Source: an optimization exercise on an open RTL-to-GDS flow (aim: small area, a short achievable clock period and few clock cycles). Production flows keep margins and buffers that such runs may drop.
Function was not checked in any run shown here: the RTL went through the layout flow alone.
Power is estimated from default activity; no workload was simulated.

**flow/standard.sh**
```bash
#!/bin/bash
# synth_recipe.tcl (not shown) runs the flow's synth.tcl, then flattens the netlist and writes it again
# the make line also repeats each setting of config.mk as NAME=value (left out here)
make -C /OpenROAD-flow-scripts/flow DESIGN_CONFIG=/design/flow/config.mk WORK_HOME=/design/flow/orfs CLKGATE_MAP_FILE= SYNTH_SCRIPT=/design/flow/synth_recipe.tcl "${@:-finish}"
```
**flow/design.v**
```verilog
module dfwt_ser (
    input  wire        clk,
    input  wire        rst,
    input  wire        push,
    input  wire [1:0]  push_kind,
    input  wire [31:0] push_val,
    output wire        free,       
    output wire        idle,       
    input  wire        tr_reset,   
    output reg         gate,
    output reg  [31:0] timestep,
    output wire        out_valid,
    input  wire        out_ready,
    output wire [7:0]  out_byte
);
    reg        qv0, qv1;
    reg [7:0]  q0, q1;
    assign out_valid = qv0;
    assign out_byte  = q0;
    localparam K_NONE = 2'd0, K_FLUX = 2'd1, K_BYTE = 2'd2, K_WIDX = 2'd3;
    reg [1:0]  kind;
    reg [31:0] t;
    wire       hi_z = (t[31:8] == 24'd0);
    wire       big  = (kind == K_WIDX) ? (t[15:6] != 10'd0)
                                       : (!hi_z || (t[7] && t[6:1] != 6'd0));
    wire       ge2  = !hi_z || (t[7:1] != 7'd0);
    wire       nz   = ge2 || t[0];
    function [23:0] inc24(input [23:0] x);
        integer i, j;
        reg c, p;
        begin
            c = 1'b1;
            for (j = 0; j < 6; j = j + 1) begin
                p = c;
                for (i = 0; i < 4; i = i + 1) begin
                    inc24[4*j+i] = x[4*j+i] ^ p;
                    p = p & x[4*j+i];
                end
                c = c & (&x[4*j +: 4]);
            end
        end
    endfunction
    function [23:0] dec24(input [23:0] x);
        integer i, j;
        reg c, p;
        begin
            c = 1'b1;
            for (j = 0; j < 6; j = j + 1) begin
                p = c;
                for (i = 0; i < 4; i = i + 1) begin
                    dec24[4*j+i] = x[4*j+i] ^ p;
                    p = p & ~x[4*j+i];
                end
                c = c & ~(|x[4*j +: 4]);
            end
        end
    endfunction
    wire is_flux = (kind == K_FLUX);
    wire is_widx = (kind == K_WIDX);
    wire has     = (kind != K_NONE);
    wire        lo_z   = (t[6:0] == 7'd0);
    wire [6:0]  dec_lo = t[6:0] - 7'd1;
    wire [23:0] dec_hi = dec24(t[31:8]);
    wire [31:0] t_129  = lo_z ? {dec_hi, t[7], 7'h7F}
                              : (t[7] ? {t[31:8], 1'b0, dec_lo} : {dec_hi, 1'b1, dec_lo});
    wire [5:0]  widx_k = big ? 6'd63 : t[5:0];
    wire [15:0] t_widx = t[15:0] - {10'd0, widx_k};
    reg [7:0] nbyte;
    always @(*) begin
        case (kind)
            K_FLUX: begin
                if (big)      nbyte = 8'hFF;
                else if (ge2) nbyte = {1'b1, t[6:0] - 7'd2};
                else if (nz)  nbyte = {7'd0, gate};
                else          nbyte = 8'h02;
            end
            K_BYTE:  nbyte = t[7:0];
            default: nbyte = {2'b01, widx_k};
        endcase
    end
    wire [7:0] inc = q0[7] ? {1'b0, q0[6:0]} + 8'd2
                           : {7'd0, (q0[7:2] == 6'd0)};
    wire [8:0] ts_lo = {1'b0, timestep[7:0]} + {1'b0, inc};
    reg        ts_c;
    wire take   = qv0 && out_ready;
    wire ld_out = has && !qv1;           
    wire last   = is_flux ? !nz : is_widx ? !big : 1'b1;
    assign free = !has || (ld_out && last);
    assign idle = !has && !qv0 && !ts_c;
    always @(posedge clk) begin
        if (rst) begin
            kind      <= K_NONE;
            qv0       <= 1'b0;
            qv1       <= 1'b0;
            gate      <= 1'b0;
            timestep  <= 32'd0;
            ts_c      <= 1'b0;
        end else begin
            if (ts_c)
                timestep[31:8] <= inc24(timestep[31:8]);
            ts_c <= 1'b0;
            if (take) begin
                timestep[7:0] <= ts_lo[7:0];
                ts_c          <= ts_lo[8];
            end
            if (take) begin
                qv1 <= 1'b0;
                if (!qv1) qv0 <= ld_out;
                else      qv1 <= ld_out;
            end else if (ld_out) begin
                if (!qv0) qv0 <= 1'b1;
                else      qv1 <= 1'b1;
            end
            if (ld_out && kind == K_BYTE && !t[5]) gate <= t[0];
            if (tr_reset) begin
                gate     <= 1'b0;
                timestep <= 32'd0;
            end
            if (push)
                kind <= push_kind;
            else if (ld_out && last)
                kind <= K_NONE;
        end
        if (take || !qv0)
            q0 <= qv1 ? q1 : nbyte;
        if (qv0 && (take ? qv1 : !qv1))
            q1 <= nbyte;
        if (push)
            t <= push_val;
        else if (ld_out) begin
            if (is_widx)
                t <= {16'd0, t_widx};
            else if (big)
                t <= t_129;
            else
                t <= 32'd0;
        end
    end
endmodule
module dfwt_core (
    input  wire        clk,
    input  wire        rst,
    input  wire        op_valid,
    output wire        op_ready,
    input  wire [3:0]  op_code,
    input  wire [31:0] op_arg,
    input  wire [5:0]  op_len,
    output wire        out_valid,
    input  wire        out_ready,
    output wire [7:0]  out_byte,
    output wire        busy,
    output wire [15:0] crc,
    output wire [31:0] timestep,
    output wire        gate
);
    localparam OP_CRC_INIT  = 4'h0, OP_CRC_RESET = 4'h1, OP_CRC_BYTE = 4'h2,
               OP_MFM       = 4'h3, OP_FM        = 4'h4, OP_RAW      = 4'h5,
               OP_MFM_CRC   = 4'h6, OP_CONFIG    = 4'h7, OP_FLUSH    = 4'h8,
               OP_BT_RESET  = 4'h9, OP_WRGATE    = 4'hA, OP_FLUX     = 4'hB,
               OP_WAIT_IDX  = 4'hC, OP_STOP      = 4'hD, OP_TR_RESET = 4'hE;
    localparam S_IDLE = 2'd0, S_CELLS = 2'd1, S_PAD = 2'd2, S_EXEC = 2'd3;
    localparam K_FLUX = 2'd1, K_BYTE = 2'd2, K_WIDX = 2'd3;
    function [15:0] crc_byte(input [15:0] c, input [7:0] b);
        integer i;
        reg [15:0] x;
        begin
            x = c ^ {b, 8'h00};
            for (i = 0; i < 8; i = i + 1)
                x = x[15] ? ((x << 1) ^ 16'h1021) : (x << 1);
            crc_byte = x;
        end
    endfunction
    reg [1:0]  state;
    reg [15:0] crc_cur, crc_init;
    reg        last_bit;
    reg [14:0] half_r;
    reg [7:0]  precomp_r;
    reg [31:0] cell_buf;
    reg [4:0]  idx;       
    reg        enc;       
    reg        fm;
    reg [1:0]  pad_cnt;
    reg [3:0]  x_code;
    reg [5:0]  sr;
    reg [2:0]  warm;      
    reg [15:0] fw_lo, fw_hi;
    reg [1:0]  fw_c;
    reg        fw_b;
    reg        pend;      
    reg        zb;        
    reg        mp, mm;    
    reg        busy_r;
    reg        crc_pend;  
    wire       ser_free, ser_idle;
    reg        push, tr_reset;
    reg [1:0]  push_kind;
    reg [31:0] push_val;
    dfwt_ser u_ser (
        .clk(clk), .rst(rst),
        .push(push), .push_kind(push_kind), .push_val(push_val),
        .free(ser_free), .idle(ser_idle), .tr_reset(tr_reset),
        .gate(gate), .timestep(timestep),
        .out_valid(out_valid), .out_ready(out_ready), .out_byte(out_byte)
    );
    assign op_ready = (state == S_IDLE);
    assign busy     = busy_r;
    assign crc      = crc_cur;
    wire op_fire = op_valid && op_ready;
    wire [15:0] crc_nx  = crc_byte(crc_cur, cell_buf[7:0]);
    wire [15:0] crc_now = crc_pend ? crc_nx : crc_cur;
    wire [4:0] sel   = enc ? {1'b0, idx[4:1]} : idx;
    wire       d     = cell_buf[sel];
    wire       clkc  = fm | ~(last_bit | d);
    wire       cbit  = (state == S_CELLS) && ((enc && idx[0]) ? clkc : d);
    wire       lowering = (state == S_CELLS) || (state == S_PAD);
    wire       real_x   = warm[2];
    wire       judge    = real_x && sr[3];
    wire       step     = lowering && !(judge && !ser_free);
    wire [1:0]  fw_d    = fw_c - {1'b0, fw_b};
    wire [15:0] fw_hr   = fw_hi + {{14{fw_d[1]}}, fw_d};
    wire [31:0] fw_val  = {fw_hr, fw_lo};
    wire [16:0] pmx     = mm ? {9'h0FF, ~precomp_r} : mp ? {9'd0, precomp_r} : 17'd0;
    wire [16:0] lo_b    = zb ? 17'd0 : {1'b0, fw_lo};
    wire [16:0] hf      = {2'd0, half_r};
    wire [16:0] cs_s    = lo_b ^ pmx ^ hf;
    wire [16:0] cs_c    = (lo_b & pmx) | (lo_b & hf) | (pmx & hf);
    wire [17:0] lo_sum  = {1'b0, cs_s} + {cs_c, mm};
    wire [4:0]  w_next  = {sr[3:0], cbit};
    wire        real_n  = warm[2] || (warm[1:0] == 2'd3);
    wire flush_op = (op_code[3] && (op_code != 4'hF)) || (op_code == OP_CONFIG);
    always @(*) begin
        push      = 1'b0;
        push_kind = K_FLUX;
        push_val  = cell_buf;
        tr_reset  = 1'b0;
        if (state == S_EXEC) begin
            case (x_code)
                OP_WRGATE:   begin push = ser_free; push_kind = K_BYTE; push_val = {31'd0, cell_buf[0]}; end
                OP_FLUX:     push = ser_free;
                OP_WAIT_IDX: begin push = ser_free && (cell_buf[15:0] != 16'd0); push_kind = K_WIDX; push_val = {16'd0, cell_buf[15:0]}; end
                OP_STOP:     begin push = ser_free; push_kind = K_BYTE; push_val = 32'h3F; end
                OP_TR_RESET: tr_reset = ser_idle;
                default: ;
            endcase
        end else if (step && judge) begin
            push     = 1'b1;
            push_val = fw_val;
        end
    end
    always @(posedge clk) begin
        if (rst) begin
            state     <= S_IDLE;
            crc_cur   <= 16'hFFFF;
            crc_init  <= 16'hFFFF;
            last_bit  <= 1'b0;
            half_r    <= 15'd200;
            precomp_r <= 8'd0;
            sr        <= 6'd0;
            warm      <= 3'd0;
            pend      <= 1'b0;
            zb        <= 1'b1;
            mp        <= 1'b0;
            mm        <= 1'b0;
            busy_r    <= 1'b0;
            crc_pend  <= 1'b0;
        end else begin
            if (crc_pend) crc_cur <= crc_nx;
            crc_pend <= 1'b0;
            busy_r <= (state != S_IDLE) || op_fire || !ser_idle;
            case (state)
                S_IDLE: if (op_fire) begin
                    case (op_code)
                        OP_CRC_INIT: begin
                            crc_cur  <= op_arg[15:0];
                            crc_init <= op_arg[15:0];
                        end
                        OP_CRC_RESET: crc_cur <= crc_init;
                        OP_CRC_BYTE:  crc_pend <= 1'b1;
                        OP_MFM, OP_FM: begin
                            crc_pend <= op_arg[8];
                            state    <= S_CELLS;
                        end
                        OP_RAW: if (!op_len[5] || (op_len[4:0] == 5'd0)) begin
                            last_bit <= op_arg[0];
                            if (op_len != 6'd0) state <= S_CELLS;
                        end
                        OP_MFM_CRC: state <= S_CELLS;
                        OP_BT_RESET: begin
                            last_bit <= 1'b0;
                            state    <= pend ? S_PAD : S_EXEC;
                        end
                        default: if (flush_op)
                            state <= pend ? S_PAD : S_EXEC;
                    endcase
                end
                S_EXEC: begin
                    case (x_code)
                        OP_CONFIG: begin
                            half_r    <= cell_buf[15:1];
                            precomp_r <= cell_buf[23:16];
                            state     <= S_IDLE;
                        end
                        OP_WRGATE, OP_FLUX, OP_STOP:
                            if (ser_free) state <= S_IDLE;
                        OP_WAIT_IDX:
                            if (ser_free || cell_buf[15:0] == 16'd0) state <= S_IDLE;
                        OP_TR_RESET:
                            if (ser_idle) state <= S_IDLE;
                        default: state <= S_IDLE;
                    endcase
                end
                default: ;
            endcase
            if (step) begin
                sr   <= {sr[4:0], cbit};
                pend <= 1'b1;
                zb   <= !real_n || sr[2];
                mp   <= (w_next == 5'b00101);
                mm   <= (w_next == 5'b10100);
                if (!real_x)
                    warm <= warm + 3'd1;
                if (state == S_CELLS) begin
                    if (enc && !idx[0]) last_bit <= d;
                    if (idx == 5'd0) state <= S_IDLE;
                end else if (pad_cnt == 2'd3) begin
                    sr    <= 6'd0;
                    warm  <= 3'd0;
                    pend  <= 1'b0;
                    zb    <= 1'b1;
                    mp    <= 1'b0;
                    mm    <= 1'b0;
                    state <= S_EXEC;
                end
            end
        end
        if (step) begin
            fw_lo <= lo_sum[15:0];
            fw_hi <= zb ? 16'd0 : fw_hr;
            fw_c  <= lo_sum[17:16];
            fw_b  <= mm;
        end
        if (state == S_IDLE && op_fire) begin
            x_code   <= op_code;
            pad_cnt  <= 2'd0;
            enc      <= (op_code != OP_RAW);
            fm       <= (op_code == OP_FM);
            cell_buf <= (op_code == OP_MFM_CRC) ? {16'd0, crc_now} : op_arg;
            idx      <= (op_code == OP_RAW) ? op_len[4:0] - 5'd1 :
                        (op_code == OP_MFM_CRC) ? 5'd31 : 5'd15;
        end else if (step) begin
            idx     <= idx - 5'd1;
            pad_cnt <= pad_cnt + 2'd1;
        end
    end
endmodule
```
**flow/constraint.sdc**
```tcl
create_clock -name core_clock -period 9.0 [get_ports {clk}]
set_input_delay 1.8000 -clock core_clock [delete_from_list [all_inputs] [get_ports {clk}]]
set_output_delay 1.8000 -clock core_clock [all_outputs]
set_load 0.01 [all_outputs]
```
**flow/flow/run.sh**
```bash
#!/bin/bash
set -euo pipefail
bash standard.sh SETUP_SLACK_MARGIN=5.7 "BUFFER_PORTS_ARGS=-buffer_cell sky130_fd_sc_hd__buf_1" finish > standard.log 2>&1
```
**flow/config.mk**
```make
export PLATFORM = sky130hd
export DESIGN_NAME = dfwt_core
export DESIGN_NICKNAME = dfwt_core
export VERILOG_FILES = /design/flow/design.v
export SDC_FILE = /design/flow/constraint.sdc
export NUM_CORES = 4
export LEC_CHECK = 0
export CAP_MARGIN = 20
export CORE_MARGIN = 2
export CORE_UTILIZATION = 55
export SETUP_SLACK_MARGIN = 5
export SLEW_MARGIN = 20
```
==> notes.md, run 1 <==
- Status: timing/DRC/antenna clean
- Fin Setup TNS: 0 ns
- H-tree depth: 1
- Synth Cell Area: around 14000 um2
- Max-slew headroom: 38.7%
- First-pass GRT wire length: slightly above 60 mm
- Synth async-reset ratio: 0%
- Final period utilization: 36.4%
- CTS Buffer Depth: 3
- FF+latch count, synth: 237
- Largest family of logic cells by synthesized area: simple AND/OR/NAND/NOR gates
- Cells after Synth: roughly 1500
- Reg clk slew, reported paths: around 0.060 ns
- Hold Vio Cnt, Final: 0
- Layout Utilization: approximately 65%
- Ports: around 110
- FP Rows: 59
- Final HPWL DP: 26.5 mm
- CTS root buf: clkbuf_16
- Syn Area/Cell: 9.37 um2
- Power density over the cells: 209 nW/um2
- Post-Route Skew: 0.0121 ns
- Placement Setup Slack: 4.84 ns
- Die height: approximately 170 um
- Share of cells above drive strength 1: approximately an eighth
- Routed WL: 37.5 mm
- Remaining Overflow, GRT: 0
- ANT nets after route: 0
- Final Instance Count excl. Fillers: around 2000
- Fillers: 2187
- DP Cell Count: about 1900
- Post-synth EDFFs: about 130
- XOR/XNOR Fraction of Synth Area: 5.53%
- F_max: 305 MHz
- Minimum clock period: about 3.3 ns
- Slew at the pin closest to its max-slew limit: 0.919 ns
- Clock network power share: 34.6%
- Crit start category: register
- Worst path required time: 9.28 ns
- Part of the Yosys area used for sequential elements: 41.7%
- Clk latency of the worst-skew pair: 0.54 ns
- Hold Slack: 0.444 ns
- # port buffers: 105
- GRT Total Usage: a little over a quarter
- Via Count: 11800
- Setup ws final: 5.73 ns
- Initial Util: between 50% and 60%
- Peak fanout along the critical path: 5
- Pre-Repair DR Iteration Count: 6
- Post-Synth Adder-Cell Area: between 10% and 20%
- Post-synthesis compound-gate area fraction: 16.2%
- Fin nets: 1808
- Post-synthesis net count: 1695
- Switching Fraction: 31.7%
- DRT iter0 DRCs: roughly 770
- Yosys warning count: 2
- Width of the die: between 150 and 200 um
- Number of global-route vias before repair: 11400
- Largest net degree at the start of global routing: 52
- Antenna violations before repair: 1
- Average routed wire per standard cell: 18.7 um
- Mux cell area share after synthesis: 4.84%
- Placer congestion estimate: approximately 0.96
- CTS tree: done
- NetSw: approximately 0.0011 W
- Pint: 0.00242 W
- HP Class: register to register
- Setup Crit Path Kind: register to register
- Worst VDD drop: 0.191 mV
- Library cells used by synthesis: 80
- Primary FF master, synth: edfxtp_1
- Placeable Area: 25900 um2
- Arrival time of the worst setup path: 3.56 ns
- Crit end category: register
- Leak: 6.63 nW
- Post-synthesis simple-gate area fraction: 16.9%
- Die area: 27500 um2
- Clk sinks: 237
- Comb power frac: 26.5%
- Seq pwr share: 38.8%
- Max Slew Vio Count: 0
- # DRC: 0
- Layout Area Growth over Synthesis: 17.3%
- Vias per cell: 5.85
- RSZ-0062 raised after global routing: yes
- Max-cap viol count: 0
- CTS Buf Count: 27
- N_diodes: 0
- Internal reg-to-reg setup slack: between 5 and 6 ns
- Setup violations, final: 0
- Hold-fix buffers, CTS: 0
-- power groups by stage --
stage,clock [W],sequential [W],combinational (W)
2_1_floorplan,0,0.00134,0.000626
3_3_place_gp,0,0.00138,0.000810
3_5_place_dp,0,0.00139,0.000821
4_1_cts,0.00124,0.00137,0.000889
5_1_grt,0.00129,0.00138,0.00103
6_report,0.00122,0.00137,0.000938
-- metal layers --
layer / GRT usage (%) / share of wire (%)
met5: 0 / 0.035
met4: 6.20 / 1.5
met3: 3.77 / 5.8
met2: 44.4 / 47
met1: 37.4 / 45
-- registers in the layout (all words and copies together) (netlist names), 3 cells and up --
signal          count
precomp_r           8
fw_hi              16
crc_init           16
u_ser.timestep     32
idx                 5
half_r             15
sr                  4
crc_cur            16
u_ser.q1            8
warm                3
x_code              4
fw_lo              16
u_ser.t            32
u_ser.q0            8
cell_buf           32
-- synth_stat cells, types with 5 or more instances --
master	instances	share of area, %
nand2b_1	23	1.0
ha_1	92	8.0
nor2b_1	29	1.3
nor4_1	9	0.39
mux2i_1	47	3.3
a31oi_1	16	0.69
o211ai_1	25	1.3
dfxtp_1	111	15
a21oi_1	117	4.1
fa_1	18	2.5
inv_1	87	2.3
clkbuf_1	70	1.8
o21bai_1	5	0.26
o221ai_1	6	0.36
mux4_2	5	0.78
a22oi_1	7	0.36
a221oi_1	15	0.91
o21a_1	5	0.26
nand3_1	22	0.76
edfxtp_1	126	26
buf_2	5	0.17
o22ai_1	5	0.22
or3_1	6	0.26
a31o_2	6	0.36
o31ai_1	5	0.26
nor2_1	116	3.0
nor3b_1	5	0.26
xor2_1	40	2.4
nand4_1	15	0.65
o21ai_0	70	2.4
xnor2_1	51	3.1
or2_2	6	0.26
and3_1	5	0.22
and2_1	27	1.2
mux2_2	9	0.70
a21o_1	20	1.0
nand2_1	192	5.0
nor3_1	35	1.2
-- final timing paths --
check / start / to / cells after the start
setup / recovery: mm / fw_lo[15] / 14
hold / removal: crc_init[4] / crc_init[4] / 2
setup reg to reg: mm / fw_lo[15] / 14
hold reg to reg: crc_init[4] / crc_init[4] / 2
-- repair_timing --
item | 4_1_cts | 5_1_grt
resized for setup | 32 | 60
pin swaps | 13 | 17
cloned | 1 | 2
setup buffers | 21 | 20
endpoints found under the setup margin | 122 | 90
-- critical path, stage by stage, from the launching register on --
cell and delay (ns):
dfxtp_4 0.37, nor2b_4 0.19, buf_4 0.15, buf_4 0.10, buf_4 0.11, mux2i_4 0.07
fa_1 0.48, inv_1 0.04, ha_1 0.36, a21oi_2 0.14, o21ai_1 0.09, a21o_1 0.23
a311o_1 0.38, a31oi_1 0.22, xnor2_1 0.09
-- stage by stage --
step                power, W  instance area, um2
floorplan            0.00196               14500
global placement     0.00219               15100
detailed placement   0.00221               15100
CTS                  0.00350               16400
global route         0.00371               16900
finish               0.00354               16900
-- cells by family after synthesis --
family | after synthesis
buffers and inverters | 167
multiplexers | 62
adder cells (fa/ha/maj) | 110
AO/OA/AOI/OAI | 359
flip-flops | 237
AND/OR/NAND/NOR | 513
XOR/XNOR | 91
-- final cells by class --
class	count	area [um2]	share of cell area, %
multi-input cells	1135	8220	48.6
clock inverters	16	214	1.27
inverters	88	350	2.07
repair inverters	2	16.3	0.0962
clock buffers	34	796	4.71
repair buffers	161	878	5.19
flip-flops and latches	237	6010	35.6
well taps	335	419	2.48
-- cells in the final DEF (no fill, tap or decap), drive strengths merged, types with 7 or more instances in the layout --
cell type,synthesis,final
fa,18,18
a31oi,16,16
inv,88,90
clkinv,0,7
a22oi,7,7
dfxtp,111,111
xor2,40,40
edfxtp,126,126
and2,27,27
mux2i,48,48
nand2b,23,23
o21ai,74,74
nand3,22,22
a221oi,15,15
a21oi,117,117
nor2b,29,29
clkbuf,70,37
nand4,15,15
mux2,9,9
ha,92,92
buf,9,158
o211ai,25,25
xnor2,51,51
nor2,119,119
nor3,36,36
a21o,20,20
nand2,193,193
nor4,9,9
==> inputs of run 2 (changes only) <==
--- a/flow/config.mk
+++ b/flow/config.mk
@@ -10,2 +10,4 @@
 export CORE_UTILIZATION = 55
+export CTS_CLUSTER_DIAMETER = 60
+export CTS_CLUSTER_SIZE = 30
 export SETUP_SLACK_MARGIN = 5
==> run 2 against run 1 <==
- sequential share of layout area is 0.75 points higher
- die area stayed put
- highest routed layer unchanged
- critical path type unchanged
- global-route usage shrank 0.49 points
- largest power group unchanged
- synthesized cell count is the same
==> notes.md, run 2 <==
- Max Slew Vio Count: 0 (unchanged)
- Post-Route Skew: 0.0396 ns (was 0.0121 ns)
- RSZ-0062 raised after global routing: yes (unchanged)
- Fin Setup TNS: 0 ns (unchanged)
- Biggest regs: cell_buf (32), u_ser.t (32), u_ser.timestep (32) (unchanged)
- Syn Area/Cell: 9.37 um2 (unchanged)
- Hold-fix buffers, CTS: 0 (unchanged)
- Die height: 166 um (unchanged)
- Arrival time of the worst setup path: 3.59 ns (was 3.56 ns)
- Worst path required time: 9.23 ns (was 9.28 ns)
- Average routed wire per standard cell: 18.5 um (was 18.7 um)
- Cells after Synth: 1539 (unchanged)
- Minimum clock period: 3.36 ns (was 3.27 ns)
- Ports: 106 (unchanged)
- Width of the die: 166 um (unchanged)
- CTS root buf: clkbuf_16 (unchanged)
- Placer congestion estimate: 0.958 (unchanged)
- CTS Buf Count: 21 (was 27)
- Register Area: 6010 um2 (unchanged)
- Clk sinks: 237 (unchanged)
- Setup ws final: 5.64 ns (was 5.73 ns)
- FF+latch count, synth: 237 (unchanged)
- Synth async-reset ratio: 0% (unchanged)
- Primary FF master, synth: edfxtp_1 (unchanged)
- Yosys warning count: 2 (unchanged)
- Leak: 6.45 nW (was 6.63 nW)
- Setup violations, final: 0 (unchanged)
- Crit end category: register (unchanged)
- Multi-input gate area: 8190 um2 (was 8220 um2)
- Antenna violations before repair: 2 (was 1)
- Most common cell after layout, fill and taps aside: nand2_1 (unchanged)
- Synth Cell Area: 14400 um2 (unchanged)
- Hold Vio Cnt, Final: 0 (unchanged)
- Largest area contributor in the netlist: edfxtp_1 (unchanged)
- Setup Crit Path Kind: register to register (unchanged)
- Most frequent cells in the layout: nand2_1, edfxtp_1, nor2_1 (unchanged)
- Library cells used by synthesis: 80 (unchanged)
- Final period utilization: 37.3% (was 36.4%)
- H-tree depth: 1 (unchanged)
- N_diodes: 0 (unchanged)
- CTS tree: done (unchanged)
- Most frequent cells after synthesis: nand2_1, edfxtp_1, a21oi_1 (unchanged)
- HP Class: register to register (unchanged)
- Routed WL: 36.9 mm (was 37.5 mm)
- GRT Total Usage: 26.3% (was 26.8%)
- First-pass GRT wire length: 59.6 mm (was 60.6 mm)
- FP Rows: 59 (unchanged)
- Pre-Repair DR Iteration Count: 6 (unchanged)
- Share of cells above drive strength 1: 11.8% (was 12.7%)
- Die area: 27500 um2 (unchanged)
- CTS Buffer Depth: 3 (unchanged)
- Slew at the pin closest to its max-slew limit: 0.908 ns (was 0.919 ns)
- Remaining Overflow, GRT: 0 (unchanged)
- Final HPWL DP: 26.5 mm (unchanged)
- DRT iter0 DRCs: 765 (was 767)
- Number of global-route vias before repair: 11200 (was 11400)
- Crit start category: register (unchanged)
- Clk latency of the worst-skew pair: 0.53 ns (was 0.54 ns)
- Initial Util: 55.6% (unchanged)
- F_max: 298 MHz (was 305 MHz)
- Synth area leaders: edfxtp_1, dfxtp_1, ha_1, nand2_1, a21oi_1 (unchanged)
- Via Count: 11600 (was 11800)
- Worst VDD drop: 0.185 mV (was 0.191 mV)
- Reg clk slew, reported paths: 0.08 ns (was 0.06 ns)
- Top cell type's share of synthesized area: 26.2% (unchanged)
- Max-cap viol count: 0 (unchanged)
- Part of the Yosys area used for sequential elements: 41.7% (unchanged)
- # DRC: 0 (unchanged)
- Post-synth EDFFs: 126 (unchanged)
- Count leader, synth: nand2_1 (unchanged)
- Peak fanout along the critical path: 4 (was 5)
- Max-slew headroom: 39.4% (was 38.7%)
- Status: timing/DRC/antenna clean (unchanged)
- ANT nets after route: 0 (unchanged)
- Fin nets: 1799 (was 1808)
- Power density over the cells: 199 nW/um2 (was 209 nW/um2)
- Post-synthesis net count: 1695 (unchanged)
- Largest net degree at the start of global routing: 52 (unchanged)
- Fillers: 2223 (was 2187)
- Placeable Area: 25900 um2 (unchanged)
- Placement Setup Slack: 4.84 ns (unchanged)
- # port buffers: 105 (unchanged)
- Vias per cell: 5.84 (was 5.85)
- Layout Area Growth over Synthesis: 14.9% (was 17.3%)
## run 2: changes by cell type in the layout (fill, tap and decap cells not counted), sizes merged, moves of 2 or more
cell and change:
clkbuf -10, inv +5, buf -4, bufinv -4
clkinv -2
## run 2: kinds of logic (layout without fill, tap and decap cells)
family / Yosys count / in the layout / share of synthesized area [%]
AO/OA/AOI/OAI: 359 / 360 / 16.2
XOR/XNOR: 91 / 91 / 5.53
adder cells (fa/ha/maj): 110 / 110 / 10.5
buffers and inverters: 167 / 285 / 4.44
flip-flops: 237 / 237 / 41.7
multiplexers: 62 / 62 / 4.84
AND/OR/NAND/NOR: 513 / 513 / 16.9
## run 2: power by group
part	total, W	internal, W	leakage (nW)	switching [W]
Clock	0.000967	0.000509	0.359	0.000458
Combinational	0.000965	0.000405	4.03	0.000560
Sequential	0.00137	0.00126	2.06	0.000106
Total	0.00330	0.00218	6.45	0.00112
## run 2: layer usage
layer	track usage [%]	vias to the layer above	wire length [um]
met1	37.1	5546	16800
met5	0	-	27
li1	-	5720	-
met4	5.97	4	765
met2	43.2	329	17100
met3	3.81	49	2230
## run 2: metrics by stage
stage / utilization, % / total power, W / hold WS [ns] / cell area [um2] / std cells
4_1_cts: 62.3 / 0.00323 / 0.446 / 16100 / 1974
2_1_floorplan: - / 0.00196 / 0.423 / 14500 / 1539
6_report: 63.9 / 0.00330 / 0.448 / 16600 / 1993
5_1_grt: 63.9 / 0.00347 / 0.463 / 16600 / 1993
3_3_place_gp: 58.2 / 0.00219 / 0.432 / 15100 / 1914
3_5_place_dp: 58.2 / 0.00221 / 0.434 / 15100 / 1914
## run 2: final timing paths
| check | from | end | slack, ns | cells past startpoint |
|---|---|---|---|---|
| hold reg to reg | crc_init[4] | crc_init[4] | 0.45 | 2 |
| setup / recovery | mm | fw_lo[14] | 5.64 | 15 |
| setup reg to reg | mm | fw_lo[14] | 5.64 | 15 |
| hold / removal | crc_init[4] | crc_init[4] | 0.45 | 2 |
## run 2: area by class of cell
| type | count | area share (%) |
|---|---|---|
| clock buffers | 24 | 3.43 |
| clock inverters | 14 | 1.04 |
| inverters | 88 | 2.12 |
| multi-input cells | 1136 | 49.4 |
| flip-flops and latches | 237 | 36.3 |
| well taps | 335 | 2.53 |
| repair buffers | 157 | 5.05 |
| repair inverters | 2 | 0.0831 |
## run 2: what timing repair did
| action | CTS | global route |
|---|---|---|
| buffers inserted | 21 | 17 |
| pin swaps | 13 | 18 |
| gates resized for setup | 29 | 54 |
| hold endpoints to repair | 0 | 0 |
| gates cloned | 1 | 2 |
| endpoints found under the setup margin | 126 | 94 |
## run 2: worst max-delay path: stages, from the launching register on
cell      delay [ns]
dfxtp_4         0.38
nor2b_4         0.17
buf_4           0.14
buf_4           0.11
mux2i_1         0.09
fa_1            0.49
inv_1           0.04
ha_1            0.34
o21a_1          0.14
nor2_2          0.11
o21bai_1        0.11
a31o_2          0.25
a311oi_2        0.31
buf_4           0.17
nand4b_1        0.10
o311ai_1        0.11
==> inputs of run 3 (changes only) <==
--- a/flow/design.v
+++ b/flow/design.v
@@ -66,3 +66,3 @@
     wire [5:0]  widx_k = big ? 6'd63 : t[5:0];
-    wire [15:0] t_widx = t[15:0] - {10'd0, widx_k};
+    wire [15:0] t_widx = t[15:0] - 16'd63;    
     reg [7:0] nbyte;
--- a/flow/config.mk
+++ b/flow/config.mk
@@ -10,4 +10,2 @@
 export CORE_UTILIZATION = 55
-export CTS_CLUSTER_DIAMETER = 60
-export CTS_CLUSTER_SIZE = 30
 export SETUP_SLACK_MARGIN = 5
==> run 3 against run 2 <==
- count of clock-buffer cells in the layout grew 14
- clock power rose by 11%
- worst hold slack lost 0.0042 ns
- critical path depth down 1
- maximum frequency rose by 1.1%
- clock skew is 0.028 ns lower
- non-clock buffer count rose by 4
- sequential power about the same
- area after synthesis shrank 0.45%
==> notes.md, run 3 <==
- Biggest regs: cell_buf (32), u_ser.t (32), u_ser.timestep (32) (unchanged)
- Final HPWL DP: 26.0 mm (was 26.5 mm)
- Remaining Overflow, GRT: 0 (unchanged)
- Placer congestion estimate: 0.885 (was 0.958)
- Top cell type's share of synthesized area: 26.4% (was 26.2%)
- Arrival time of the worst setup path: 3.60 ns (was 3.59 ns)
- Number of global-route vias before repair: 11000 (was 11200)
- Initial Util: 55.5% (was 55.6%)
- Pre-Repair DR Iteration Count: 5 (was 6)
- Max-cap viol count: 0 (unchanged)
- H-tree depth: 1 (unchanged)
- Library cells used by synthesis: 70 (was 80)
- Count leader, synth: nand2_1 (unchanged)
- Max Slew Vio Count: 0 (unchanged)
- Setup ws final: 5.67 ns (was 5.64 ns)
- RSZ-0062 raised after global routing: yes (unchanged)
- Primary FF master, synth: edfxtp_1 (unchanged)
- Fin nets: 1819 (was 1799)
- Ports: 106 (unchanged)
- First-pass GRT wire length: 58.1 mm (was 59.6 mm)
- Crit path launch: mp (was mm)
- Hold-fix buffers, CTS: 0 (unchanged)
- CTS tree: done (unchanged)
- Leak: 6.46 nW (was 6.45 nW)
- Vias per cell: 5.84 (about the same)
- # DRC: 0 (unchanged)
- Peak fanout along the critical path: 6 (was 4)
- FP Rows: 59 (unchanged)
- Die area: 27400 um2 (was 27500 um2)
- Clk latency of the worst-skew pair: 0.53 ns (about the same)
- Max-slew headroom: 22.8% (was 39.4%)
- Average routed wire per standard cell: 18.9 um (was 18.5 um)
- Part of the Yosys area used for sequential elements: 41.8% (was 41.7%)
- ANT nets after route: 0 (unchanged)
- Syn Area/Cell: 9.30 um2 (was 9.37 um2)
- Power density over the cells: 211 nW/um2 (was 199 nW/um2)
- Slew at the pin closest to its max-slew limit: 1.15 ns (was 0.908 ns)
- Reg2Reg Depth: 14 (was 15)
- Most frequent cells in the layout: nand2_1, nor2_1, edfxtp_1 (was nand2_1, edfxtp_1, nor2_1)
- Synth area leaders: edfxtp_1, dfxtp_1, ha_1, nand2_1, a21oi_1 (unchanged)
- CTS Buf Count: 26 (was 21)
- Antenna violations before repair: 0 (was 2)
- CTS root buf: clkbuf_16 (unchanged)
- Layout Area Growth over Synthesis: 17.3% (was 14.9%)
- N_diodes: 0 (unchanged)
- Minimum clock period: 3.33 ns (was 3.36 ns)
- Width of the die: 166 um (about the same)
- Reg clk slew, reported paths: 0.06 ns (was 0.08 ns)
- Cells after Synth: 1543 (was 1539)
- Internal reg-to-reg setup slack: 5.67 ns (was 5.64 ns)
- FF+latch count, synth: 237 (unchanged)
- Crit end category: register (unchanged)
- Hold Slack: 0.444 ns (was 0.448 ns)
- Cell depth of the worst hold path: 2 (unchanged)
- HP Start: crc_init[4] (unchanged)
- Share of cells above drive strength 1: 12.6% (was 11.8%)
- Placement Setup Slack: 4.75 ns (was 4.84 ns)
- Critical R2R Capture: fw_c[1] (was fw_lo[14])
- Placeable Area: 25800 um2 (was 25900 um2)
- Crit start category: register (unchanged)
- Largest net degree at the start of global routing: 60 (was 52)
- Hold Vio Cnt, Final: 0 (unchanged)
- Fin Setup TNS: 0 ns (unchanged)
- Setup violations, final: 0 (unchanged)
- GRT Total Usage: 27.2% (was 26.3%)
- DRT iter0 DRCs: 918 (was 765)
- Synth Cell Area: 14400 um2 (about the same)
- Yosys warning count: 2 (unchanged)
- # port buffers: 105 (unchanged)
- F_max: 301 MHz (was 298 MHz)
- Synth async-reset ratio: 0% (unchanged)
- CTS Buffer Depth: 3 (unchanged)
- Via Count: 11800 (was 11600)
- Largest area contributor in the netlist: edfxtp_1 (unchanged)
- HP Class: register to register (unchanged)
- Post-synth EDFFs: 126 (unchanged)
- Most common cell after layout, fill and taps aside: nand2_1 (unchanged)
- Worst path required time: 9.28 ns (was 9.23 ns)
- Post-Route Skew: 0.0119 ns (was 0.0396 ns)
- Final period utilization: 36.9% (was 37.3%)
- Crit Reg-Reg Startpoint: mp (was mm)
- Most frequent cells after synthesis: nand2_1, nor2_1, edfxtp_1 (was nand2_1, edfxtp_1, a21oi_1)
- Routed WL: 38.1 mm (was 36.9 mm)
- Setup Crit Path Kind: register to register (unchanged)
- Worst VDD drop: 0.162 mV (was 0.185 mV)
- Fillers: 2231 (was 2223)
- Post-synthesis net count: 1700 (was 1695)
- Clk sinks: 237 (unchanged)
- Status: timing/DRC/antenna clean (unchanged)
- Die height: 166 um (about the same)
- Hold Path End: crc_init[4] (unchanged)
## run 3: cell types whose count changed after synthesis, sizes merged, moves of 7 or more
cell / delta
a211oi: +12
a31oi: -7
nor4: +7
clkbuf: -9
nor2b: -9
nor2: +13
nor3: +11
mux2i: -8
or3: +13
## run 3: kinds of logic after synthesis
kind of cell | after synthesis | synth area share [%]
AO/OA/AOI/OAI | 342 | 15.0
XOR/XNOR | 92 | 5.61
adder cells (fa/ha/maj) | 112 | 10.7
buffers and inverters | 158 | 4.29
flip-flops | 237 | 41.8
multiplexers | 59 | 4.93
AND/OR/NAND/NOR | 543 | 17.6
## run 3: layout make-up
type                            count  area (um2)  share of cell area (%)
Clock buffer                       38         748                    4.44
Timing Repair inverter              4        30.0                   0.178
Inverter                           83         362                    2.15
Tap cell                          335         419                    2.49
Timing Repair Buffer              161         898                    5.34
Clock inverter                     10        91.3                   0.543
Multi-Input combinational cell   1149        8270                    49.1
Sequential cell                   237        6020                    35.7
## run 3: per-layer routing
layer / wire length, um / GRT usage, % / up-vias / share of wire [%]
met4: 801 / 7.25 / 0 / 2.1
li1: - / - / 5744 / -
met1: 16800 / 38.2 / 5597 / 44
met2: 17800 / 44.5 / 386 / 47
met3: 2760 / 3.42 / 54 / 7.2
met5: 0 / 0 / - / 0
## run 3: critical path, stage by stage (launching register included)
cell	delay, ns
dfxtp_2	0.33
nor2b_4	0.20
buf_6	0.12
mux2i_2	0.06
fa_2	0.53
inv_2	0.04
ha_4	0.16
a211o_1	0.31
o211ai_1	0.16
a211oi_2	0.14
o41ai_2	0.33
a21oi_1	0.16
o21ai_1	0.18
a21boi_1	0.11
o21a_1	0.23
## run 3: worst max-delay path by stage
stage | slack (ns) | end
6_report | 5.67 | fw_c[1]
5_1_grt | 5.59 | fw_c[0]
4_1_cts | 5.62 | fw_c[0]
3_5_place_dp | 4.75 | last_bit
3_3_place_gp | 4.77 | last_bit
2_1_floorplan | 5.60 | state[1]
## run 3: per-stage QoR
step                      std cells  util [%]  instance area, um2  power (W)
after detailed placement       1918      58.4               15100    0.00233
after CTS                      1996      63.7               16400    0.00349
after global placement         1918      58.4               15100    0.00232
after global routing           2017      65.2               16800    0.00373
final                          2017      65.2               16800    0.00356
after floorplan                1543         -               14500    0.00207
## run 3: report_power, final
part / internal [W] / switching [W] / leakage [nW] / total (W)
sequential: 0.00128 / 0.000121 / 2.06 / 0.00140
combinational: 0.000462 / 0.000625 / 3.99 / 0.00109
clock: 0.000630 / 0.000435 / 0.406 / 0.00107
total: 0.00238 / 0.00118 / 6.46 / 0.00356
## run 3: repair_timing
item,CTS,global route
cloned,4,2
hold endpoints to repair,0,0
pin swaps,14,31
resized for setup,52,45
setup buffers,26,19
setup endpoints to repair,165,105
==> inputs of run 4 (changes only) <==
==> flow/flow/run.sh (replaced) <==
#!/bin/bash
set -euo pipefail
bash standard.sh SETUP_SLACK_MARGIN=5.5 "BUFFER_PORTS_ARGS=-buffer_cell sky130_fd_sc_hd__buf_1" finish > standard.log 2>&1
==> run 4 against run 3 <==
- largest cell class unchanged
- maximum frequency decreased by 3.7%
- worst hold slack got worse by 0.0037 ns
- first-iteration DRC count decreased by 3.1%
==> notes.md, run 4 <==
- FP Rows: 59 (unchanged)
- Slew at the pin closest to its max-slew limit: 0.931 ns (was 1.15 ns)
- Library cells used by synthesis: 70 (unchanged)
- Biggest regs: cell_buf (32), u_ser.t (32), u_ser.timestep (32) (unchanged)
- Initial Util: 55.5% (unchanged)
- Width of the die: 166 um (unchanged)
- Family with the most delay on the worst path: simple AND/OR/NAND/NOR gates (was compound AO/OA/AOI/OAI gates)
- Post-Route Skew: 0.0122 ns (was 0.0119 ns)
- Yosys warning count: 2 (unchanged)
- Final period utilization: 38.4% (was 36.9%)
- Vias per cell: 5.82 (was 5.84)
- Comb power frac: 30.1% (was 30.6%)
- Die area: 27400 um2 (unchanged)
- Post-place instance area: 15000 um2 (was 15100 um2)
- Pint: 0.00230 W (was 0.00238 W)
- Primary FF master, synth: edfxtp_1 (unchanged)
- Hold Vio Cnt, Final: 0 (unchanged)
- Count leader, synth: nand2_1 (unchanged)
- N_diodes: 0 (unchanged)
- Worst VDD drop: 0.201 mV (was 0.162 mV)
- Placeable Area: 25800 um2 (unchanged)
- Hold-fix buffers, CTS: 0 (unchanged)
- Most frequent cells in the layout: nand2_1, nor2_1, edfxtp_1 (unchanged)
- Clk sinks: 237 (unchanged)
- Worst path required time: 9.36 ns (was 9.28 ns)
- DRT iter0 DRCs: 890 (was 918)
- Fin Setup TNS: 0 ns (unchanged)
- Switching Fraction: 33.9% (was 33.2%)
- Average routed wire per standard cell: 18.4 um (was 18.9 um)
- Cells after Synth: 1543 (unchanged)
- Buf/Inv on CP: 0 (was 2)
- Routed WL: 36.6 mm (was 38.1 mm)
- Arrival time of the worst setup path: 3.82 ns (was 3.60 ns)
- DP Cell Count: 1921 (was 1918)
- ANT nets after route: 0 (unchanged)
- Most common cell after layout, fill and taps aside: nand2_1 (unchanged)
- Placer congestion estimate: 0.870 (was 0.885)
- Power, Total: 0.00348 W (was 0.00356 W)
- Power density over the cells: 213 nW/um2 (was 211 nW/um2)
- Final Instance Count excl. Fillers: 1991 (was 2017)
- Setup violations, final: 0 (unchanged)
- Critical path's largest stage delay: 0.62 ns (was 0.53 ns)
- Max Slew Vio Count: 0 (unchanged)
- Layout Area Growth over Synthesis: 14.0% (was 17.3%)
- Syn Area/Cell: 9.30 um2 (unchanged)
- Post-synth EDFFs: 126 (unchanged)
- Clk latency of the worst-skew pair: 0.53 ns (about the same)
- CTS root buf: clkbuf_16 (unchanged)
- CTS Buf Count: 27 (was 26)
- Max-slew headroom: 37.9% (was 22.8%)
- Synth async-reset ratio: 0% (unchanged)
- Most frequent cells after synthesis: nand2_1, nor2_1, edfxtp_1 (unchanged)
- Antenna violations before repair: 0 (unchanged)
- Internal reg-to-reg setup slack: 5.55 ns (was 5.67 ns)
- Peak fanout along the critical path: 36 (was 6)
- Share of cells above drive strength 1: 9.00% (was 12.6%)
- Leak: 6.29 nW (was 6.46 nW)
- RSZ-0062 raised after global routing: yes (unchanged)
- NetSw: 0.00118 W (about the same)
- Largest net degree at the start of global routing: 60 (unchanged)
- # port buffers: 105 (unchanged)
- Worst path slowest cell: or4_1 (was fa_2)
- HP Class: register to register (unchanged)
- Top cell type's share of synthesized area: 26.4% (unchanged)
- Crit start category: register (unchanged)
- Largest area contributor in the netlist: edfxtp_1 (unchanged)
- First-pass GRT wire length: 56.9 mm (was 58.1 mm)
- Seq pwr share: 40.3% (was 39.5%)
- Clock network power share: 29.6% (was 30.0%)
- FF+latch count, synth: 237 (unchanged)
- Minimum clock period: 3.45 ns (was 3.33 ns)
- H-tree depth: 1 (unchanged)
- Die height: 166 um (unchanged)
- Setup Crit Path Kind: register to register (unchanged)
- Remaining Overflow, GRT: 0 (unchanged)
- CTS tree: done (unchanged)
- F_max: 289 MHz (was 301 MHz)
- Pre-Repair DR Iteration Count: 5 (unchanged)
- # DRC: 0 (unchanged)
- Worst-path cell chain: or4_4 > or3_4 > or3_1 > a31o_4 > nand2b_4 > or4_1 > o21ai_0 (was nor2b_4 > buf_6 > mux2i_2 > fa_2 > inv_2 > ha_4 > a211o_1 > o211ai_1 > a211oi_2 > o41ai_2 > a21oi_1 > o21ai_1 > a21boi_1 > o21a_1)
- Final HPWL DP: 25.8 mm (was 26.0 mm)
- Synth area leaders: edfxtp_1, dfxtp_1, ha_1, nand2_1, a21oi_1 (unchanged)
- Number of global-route vias before repair: 10800 (was 11000)
- Status: timing/DRC/antenna clean (unchanged)
- Post-synthesis net count: 1700 (unchanged)
- Crit end category: register (unchanged)
- Reg clk slew, reported paths: 0.06 ns (about the same)
- Finished Cell Area: 16400 um2 (was 16800 um2)
- Via Count: 11600 (was 11800)
- Max-cap viol count: 0 (unchanged)
- Fin nets: 1792 (was 1819)
- Part of the Yosys area used for sequential elements: 41.8% (unchanged)
- GRT Total Usage: 26.2% (was 27.2%)
- Ports: 106 (unchanged)
- CTS Buffer Depth: 3 (unchanged)
- Synth Cell Area: 14400 um2 (unchanged)
## run 4: cell types whose count changed in the layout (fill, tap and decap cells not counted), moves of 4 or more
cell,before,now
buf_4,47,26
clkinv_1,7,2
clkinv_2,1,5
ha_4,9,3
inv_2,5,0
ha_1,82,86
inv_1,74,82
## run 4: timing repair
item,4_1_cts,5_1_grt
pin swaps,6,16
gates cloned,0,1
buffers inserted,7,12
endpoints found under the setup margin,94,36
resized for setup,26,37
## run 4: worst paths after layout
kind / start / to / cells after the start
max: u_ser.t[11] / u_ser.t[4] / 7
min reg2reg: crc_init[6] / crc_init[6] / 2
min: crc_init[6] / crc_init[6] / 2
max reg2reg: u_ser.t[11] / u_ser.t[4] / 7
## run 4: logic make-up (layout without fill, tap and decap cells)
kind of cell	after synthesis	after routing	synth area share [%]
XOR/XNOR	92	92	5.61
multiplexers	59	59	4.93
adder cells (fa/ha/maj)	112	112	10.7
AND/OR/NAND/NOR	543	543	17.6
flip-flops	237	237	41.8
AO/OA/AOI/OAI	342	342	15.0
buffers and inverters	158	271	4.29
## run 4: power groups by stage
stage          logic (W)  registers [W]  clock network [W]
2_1_floorplan   0.000707        0.00136                  0
3_5_place_dp    0.000934        0.00142                  0
5_1_grt          0.00114        0.00141            0.00109
3_3_place_gp    0.000927        0.00142                  0
4_1_cts         0.000970        0.00140            0.00105
6_report         0.00105        0.00140            0.00103
## run 4: layer usage
metal	up-vias	track usage (%)	part of all wire, %
li1	5688	-	-
met1	5537	38.0	47
met2	312	41.3	45
met3	51	3.17	5.5
met4	0	7.29	2.4
met5	-	0	0
## run 4: through the flow
stage                     setup WS (ns)  hold slack [ns]  utilization (%)
after floorplan                    5.51            0.423                -
after global placement             4.86            0.429             58.1
after detailed placement           4.91            0.433             58.1
after CTS                          5.46            0.442             62.0
after global routing               5.47            0.455             63.3
final                              5.55            0.440             63.3
## run 4: cell type report
| cell class | count | area [um2] |
|---|---|---|
| Tap cell | 335 | 419 |
| Clock inverter | 10 | 80.1 |
| Multi-Input combinational cell | 1148 | 8060 |
| Fill cell | 2224 | 9480 |
| Timing Repair Buffer | 138 | 727 |
| Inverter | 83 | 324 |
| Sequential cell | 237 | 6010 |
| Clock buffer | 40 | 734 |
## run 4: tightest hold or removal path, cell delays in order (launching register included)
cell     delay, ns
dfxtp_1       0.31
nand2_1       0.05
nand2_1       0.04
==> inputs of run 5 (changes only) <==
==> flow/flow/run.sh (replaced) <==
#!/bin/bash
set -euo pipefail
bash standard.sh SETUP_SLACK_MARGIN=5.7 \
  "BUFFER_PORTS_ARGS=-buffer_cell sky130_fd_sc_hd__buf_1" \
  "CTS_ARGS=-sink_clustering_enable -repair_clock_nets -dont_use_dummy_load" \
  finish > standard.log 2>&1
==> run 5 against run 4 <==
- still clean on timing, DRC and antenna
- combinational power barely moved
- first-iteration DRC count rose by 2.6%
- clock power fell by 12%
==> notes.md, run 5 <==
- Post-Route Skew: 0.0147 ns (was 0.0122 ns)
- Fin nets: 1817 (was 1792)
- N_diodes: 0 (unchanged)
- RSZ-0062 raised after global routing: yes (unchanged)
- FF+latch count, synth: 237 (unchanged)
- DRT iter0 DRCs: 913 (was 890)
- Remaining Overflow, GRT: 0 (unchanged)
- Share of cells above drive strength 1: 12.0% (was 9.00%)
- Primary FF master, synth: edfxtp_1 (unchanged)
- Most frequent cells after synthesis: nand2_1, nor2_1, edfxtp_1 (unchanged)
- Average routed wire per standard cell: 19.0 um (was 18.4 um)
- Cell depth of the worst hold path: 2 (unchanged)
- Setup Crit Path Kind: register to register (unchanged)
- ANT nets after route: 0 (unchanged)
- Synth area leaders: edfxtp_1, dfxtp_1, ha_1, nand2_1, a21oi_1 (unchanged)
- Hold-fix buffers, CTS: 0 (unchanged)
- Pre-Repair DR Iteration Count: 5 (unchanged)
- Most frequent cells in the layout: nand2_1, nor2_1, edfxtp_1 (unchanged)
- Biggest regs: cell_buf (32), u_ser.t (32), u_ser.timestep (32) (unchanged)
- Reg2Reg Depth: 13 (was 7)
- Clk latency of the worst-skew pair: 0.53 ns (about the same)
- FP Rows: 59 (unchanged)
- HP Class: register to register (unchanged)
- Initial Util: 55.5% (unchanged)
- Ports: 106 (unchanged)
- Reg clk slew, reported paths: 0.06 ns (about the same)
- First-pass GRT wire length: 58.1 mm (was 56.9 mm)
- Final HPWL DP: 26.0 mm (was 25.8 mm)
- Placement Setup Slack: 4.75 ns (was 4.91 ns)
- Synth Cell Area: 14400 um2 (unchanged)
- Layout Area Growth over Synthesis: 15.5% (was 14.0%)
- Routed WL: 37.9 mm (was 36.6 mm)
- Crit Reg-Reg Startpoint: mp (was u_ser.t[11])
- Slew at the pin closest to its max-slew limit: 1.21 ns (was 0.931 ns)
- Hold Slack: 0.444 ns (was 0.440 ns)
- # DRC: 0 (unchanged)
- Crit start category: register (unchanged)
- DP Cell Count: 1918 (was 1921)
- Hold Vio Cnt, Final: 0 (unchanged)
- Count leader, synth: nand2_1 (unchanged)
- Worst VDD drop: 0.161 mV (was 0.201 mV)
- Placeable Area: 25800 um2 (unchanged)
- Via Count: 11800 (was 11600)
- Number of global-route vias before repair: 10900 (was 10800)
- H-tree depth: 1 (unchanged)
- Max Slew Vio Count: 0 (unchanged)
- Fin Setup TNS: 0 ns (unchanged)
- Leak: 6.36 nW (was 6.29 nW)
- Yosys warning count: 2 (unchanged)
- Largest area contributor in the netlist: edfxtp_1 (unchanged)
- Final Instance Count excl. Fillers: 1993 (was 1991)
- Finished Cell Area: 16600 um2 (was 16400 um2)
- CTS Buf Count: 26 (was 27)
- Die area: 27400 um2 (unchanged)
- CTS root buf: clkbuf_16 (unchanged)
- Clk sinks: 237 (unchanged)
- # port buffers: 105 (unchanged)
- Arrival time of the worst setup path: 3.64 ns (was 3.82 ns)
- Setup ws final: 5.62 ns (was 5.55 ns)
- Crit end category: register (unchanged)
- Setup violations, final: 0 (unchanged)
- Power density over the cells: 204 nW/um2 (was 213 nW/um2)
- Placer congestion estimate: 0.885 (was 0.870)
- Crit path launch: mp (was u_ser.t[11])
- CTS Buffer Depth: 3 (unchanged)
- Width of the die: 166 um (unchanged)
- Antenna violations before repair: 0 (unchanged)
- Minimum clock period: 3.38 ns (was 3.45 ns)
- Worst path required time: 9.26 ns (was 9.36 ns)
- HP Start: crc_init[15] (was crc_init[6])
- Post-synthesis net count: 1700 (unchanged)
- F_max: 296 MHz (was 289 MHz)
- Largest net degree at the start of global routing: 60 (unchanged)
- Die height: 166 um (unchanged)
- Cells after Synth: 1543 (unchanged)
- Post-place instance area: 15100 um2 (was 15000 um2)
- Status: timing/DRC/antenna clean (unchanged)
- Post-synth EDFFs: 126 (unchanged)
- Most common cell after layout, fill and taps aside: nand2_1 (unchanged)
- Library cells used by synthesis: 70 (unchanged)
- Final period utilization: 37.6% (was 38.4%)
- CTS tree: done (unchanged)
- Max-cap viol count: 0 (unchanged)
- GRT Total Usage: 27.2% (was 26.2%)
- Peak fanout along the critical path: 6 (was 36)
- Synth async-reset ratio: 0% (unchanged)
- Part of the Yosys area used for sequential elements: 41.8% (unchanged)
- Max-slew headroom: 18.6% (was 37.9%)
- Top cell type's share of synthesized area: 26.4% (unchanged)
- Vias per cell: 5.90 (was 5.82)
- Syn Area/Cell: 9.30 um2 (unchanged)
## run 5: cell families after synthesis
group,share of synthesized area (%)
AOI/OAI and AO/OA,15.0
xor gates and xnor gates,5.61
adders and majority gates,10.7
buffers and inverters,4.29
DFF,41.8
muxes,4.93
and+or+nand+nor,17.6
## run 5: what timing repair did
| action | CTS | global route |
|---|---|---|
| gates cloned | 5 | 1 |
| pin swaps | 17 | 27 |
| endpoints found under the setup margin | 165 | 99 |
| gates resized for setup | 51 | 38 |
| setup buffers | 30 | 13 |
## run 5: area by class of cell
cell class,count,area [um2]
Fill cell,2250,9270
Multi-Input combinational cell,1149,8220
Sequential cell,237,6010
Timing Repair Buffer,159,881
Clock buffer,26,651
Tap cell,335,419
Inverter,83,362
Timing Repair inverter,4,30.0
## run 5: per-layer routing
| metal | GRT usage [%] | vias up | share of wire, % |
|---|---|---|---|
| met5 | 0 | - | 0 |
| met4 | 6.54 | 0 | 2.1 |
| met3 | 3.32 | 60 | 6.0 |
| met2 | 44.7 | 371 | 47 |
| met1 | 38.4 | 5608 | 45 |
| li1 | - | 5723 | - |
## run 5: per-stage QoR
stage	power [W]	util, %
6_report	0.00338	64.1
4_1_cts	0.00335	63.1
5_1_grt	0.00355	64.1
2_1_floorplan	0.00207	-
3_5_place_dp	0.00233	58.4
3_3_place_gp	0.00232	58.4
## run 5: critical path, stage by stage, from the launching register on
cell,delay (ns)
dfxtp_2,0.33
nor2b_4,0.22
mux2i_2,0.11
fa_1,0.58
inv_2,0.05
ha_4,0.21
a211o_1,0.31
o211ai_1,0.16
a211oi_2,0.15
o41ai_2,0.33
a21oi_1,0.15
o21ai_1,0.18
a21boi_1,0.11
o21a_1,0.22
## run 5: path summary, 6_finish.rpt
kind                                endpoint  slack, ns
worst max register to register       fw_c[1]       5.62
worst max-delay path                 fw_c[1]       5.62
worst min register to register  crc_init[15]       0.44
worst min-delay path            crc_init[15]       0.44
## run 5: power by group
group          internal [W]  switching (W)  total [W]
registers           0.00128       0.000119    0.00140
clock network      0.000504       0.000400   0.000903
logic              0.000454       0.000624    0.00108

-- static timing again, ports no longer ideal --
No port has a modelled driver above. Below, the same layouts with a new extraction and two added sets of constraints. Step 1, drivers: a clkbuf_16 drives clk and a buf_2 each remaining input, both assumed. Step 2 also shifts input and output timing later by t, the mid clock arrival at the registers, as if the neighbouring blocks saw the same clock. Slacks: ideal ports / drivers / drivers and shift; pairs: ideal ports / drivers.
run	shift t [ns]	setup WS [ns]	worst register clock-pin slew, ns
run 1	0.586	5.726 / 5.726 / 5.208	0.06 / 0.06
run 2	0.561	5.639 / 5.639 / 5.319	0.09 / 0.09
run 3	0.576	5.675 / 5.675 / 5.282	0.06 / 0.06
run 4	0.577	5.546 / 5.546 / 5.196	0.06 / 0.06
run 5	0.569	5.620 / 5.620 / 5.270	0.06 / 0.06
After both steps every run listed still meets setup and hold. For run 1, which loses most, drivers alone change the setup slack by 0.000 ns; drivers and shift together by -0.518 ns.
